From an optimization exercise on the open Yosys and OpenROAD flow, aimed at small area and few clock cycles; shortcuts taken in it are not production practice. Only simulation tests tie the RTL to the original design; equivalence was not proved. No activity file was given, so power comes from the tool's default toggle rates. No driver is modelled on the clock port, so clocking that relies on it looks cheaper here than on a real chip.

== build 54 ==
## pte_core
module pte_core (
    input  wire       clk,
    input  wire       rst,
    input  wire       wr_en,
    input  wire [6:0] wr_addr,
    input  wire [7:0] wr_data,
    output wire       wr_ready,
    input  wire       start,
    input  wire       cfg_packet,    
    input  wire [2:0] cfg_order,     
    input  wire [5:0] cfg_count,     
    input  wire [5:0] cfg_group,     
    input  wire [5:0] cfg_zigzag,    
    input  wire       cfg_gamma,
    output wire       busy,
    output wire       out_valid,
    input  wire       out_ready,
    output wire [7:0] out_data,
    output wire       out_last
);
    localparam BUFLEN = 96;
    function [7:0] gamma_rom(input [7:0] v);
        begin
            case (v)
            8'd0: gamma_rom = 8'd0;
            8'd1: gamma_rom = 8'd0;
            8'd2: gamma_rom = 8'd0;
            8'd3: gamma_rom = 8'd0;
            8'd4: gamma_rom = 8'd0;
            8'd5: gamma_rom = 8'd0;
            8'd6: gamma_rom = 8'd0;
            8'd7: gamma_rom = 8'd0;
            8'd8: gamma_rom = 8'd0;
            8'd9: gamma_rom = 8'd0;
            8'd10: gamma_rom = 8'd0;
            8'd11: gamma_rom = 8'd0;
            8'd12: gamma_rom = 8'd0;
            8'd13: gamma_rom = 8'd0;
            8'd14: gamma_rom = 8'd0;
            8'd15: gamma_rom = 8'd0;
            8'd16: gamma_rom = 8'd0;
            8'd17: gamma_rom = 8'd0;
            8'd18: gamma_rom = 8'd0;
            8'd19: gamma_rom = 8'd0;
            8'd20: gamma_rom = 8'd0;
            8'd21: gamma_rom = 8'd0;
            8'd22: gamma_rom = 8'd0;
            8'd23: gamma_rom = 8'd0;
            8'd24: gamma_rom = 8'd0;
            8'd25: gamma_rom = 8'd0;
  ...
Size in the first run: about 2000 cells after synthesis, ~830 flip-flops, about 55 I/O pins, about 32000 um2 of cells after synthesis.
==> flow/config.mk <==
export PLATFORM = sky130hd
export DESIGN_NAME = pte_core
export DESIGN_NICKNAME = pte_core
export VERILOG_FILES = /design/flow/design.v
export SDC_FILE = /design/flow/constraint.sdc
export NUM_CORES = 4
export LEC_CHECK = 0
export CAP_MARGIN = 5
export CORE_MARGIN = 2
export CORE_UTILIZATION = 65
export SLEW_MARGIN = 5
==> flow/constraint.sdc <==
create_clock -name core_clock -period 30.0 [get_ports {clk}]
set_input_delay 6.0000 -clock core_clock [delete_from_list [all_inputs] [get_ports {clk}]]
set_output_delay 6.0000 -clock core_clock [all_outputs]
set_load 0.01 [all_outputs]
standard.sh (not shown) runs the stock make flow with config.mk's settings and CLKGATE_MAP_FILE= SYNTH_SCRIPT=/design/flow/synth_recipe.tcl, a recipe that flattens the netlist after the stock synthesis.
==> flow/flow/run.sh <==
#!/bin/bash
set -euo pipefail
W=$(pwd)
CTS_SIZE=24
CTS_DIAM=70

rm -rf "$W/scripts_abc"
cp -r "$FLOW_HOME/scripts" "$W/scripts_abc"
cp "$W/flow/abc.script" "$W/scripts_abc/abc_speed.script"

CTS="-sink_clustering_enable -repair_clock_nets -dont_use_dummy_load"
CTS="$CTS -buf_list sky130_fd_sc_hd__clkbuf_16"
CTS="$CTS -sink_clustering_size $CTS_SIZE -sink_clustering_max_diameter $CTS_DIAM"

bash "$W/standard.sh" "SCRIPTS_DIR=$W/scripts_abc" "ADDER_MAP_FILE=" synth > "$W/log_synth.txt" 2>&1
bash "$W/standard.sh" "CTS_ARGS=$CTS" "BUFFER_PORTS_ARGS=-buffer_cell sky130_fd_sc_hd__buf_1" finish > "$W/log_finish.txt" 2>&1
==> flow/flow/abc.script <==
&get -n
&st
&syn3
&deepsyn -T 120
&dch -f
&nf -R 1000
&put
Testbench counts of build 54, summed over its fixed seeds: cycles 59,455.
#### Input delta (build 45 over build 54)
-- flow/flow/run.sh --
<<< build 54, line 4
CTS_SIZE=24
CTS_DIAM=70
>>> build 45, line 4
CTS_SIZE=32
CTS_DIAM=90
- Sort build 54 and build 45 by detailed route wirelength on metal3, ascending, and build 45 comes first.
- Build 45 vs. build 54: total inserted antenna cells dropped 2; worst clock skew lower; overall power consumption shrank by about 5%; worst path setup slack after routing has decreased; minimum period implied by the final worst setup slack now sits higher.
## Diff of input files: build 78 against build 45
-- flow/flow/run.sh --
<<< build 45, line 4
CTS_SIZE=32
CTS_DIAM=90
>>> build 78, line 4
CTS_SIZE=16
CTS_DIAM=60
<<< build 45, line 12
CTS="$CTS -buf_list sky130_fd_sc_hd__clkbuf_16"
>>> build 78, line 12
CTS="$CTS -buf_list sky130_fd_sc_hd__clkbuf_8"
Findings:
- In terms of average via count per standard cell, build 78 and build 45 differ only marginally.
- Proportion of power drawn by combinational gates: build 78 vs build 45 — no meaningful difference
- [compare] base=build 45 new=build 78: post-route cell area did not really move; number of filler cells placed in the layout did not really move.

re-timing with driven ports:
No port has a modelled driver above. Below, the same layouts with a new extraction and two added sets of constraints. Step 1 (the two cells are an assumption about what drives the block):
set clk [get_ports {clk}]
set_driving_cell -lib_cell sky130_fd_sc_hd__clkbuf_16 $clk
set_driving_cell -lib_cell sky130_fd_sc_hd__buf_2 [delete_from_list [all_inputs] $clk]
Step 2 times the ports against the registers' clock, not the clock port: input delays grow and output delays shrink by t, the midpoint of the rising clock arrivals with the driver on. Three values: no drivers, after step 1, after step 2; two values: the first two.
run | t (ns) | setup slack, ns | hold WS [ns] | latest minus earliest clock arrival (ns) | pins driven straight from the clock port
build 54 | 0.645 | 16.778 / 16.717 / 17.123 | 0.471 / 0.471 / 0.471 | 0.104 / 0.105 | 1
build 45 | 0.689 | 16.590 / 16.529 / 17.135 | 0.480 / 0.480 / 0.480 | 0.074 / 0.074 | 1
build 78 | 0.759 | 16.603 / 16.542 / 17.127 | 0.478 / 0.478 / 0.478 | 0.101 / 0.102 | 1
After both steps setup and hold are still met in every run listed.
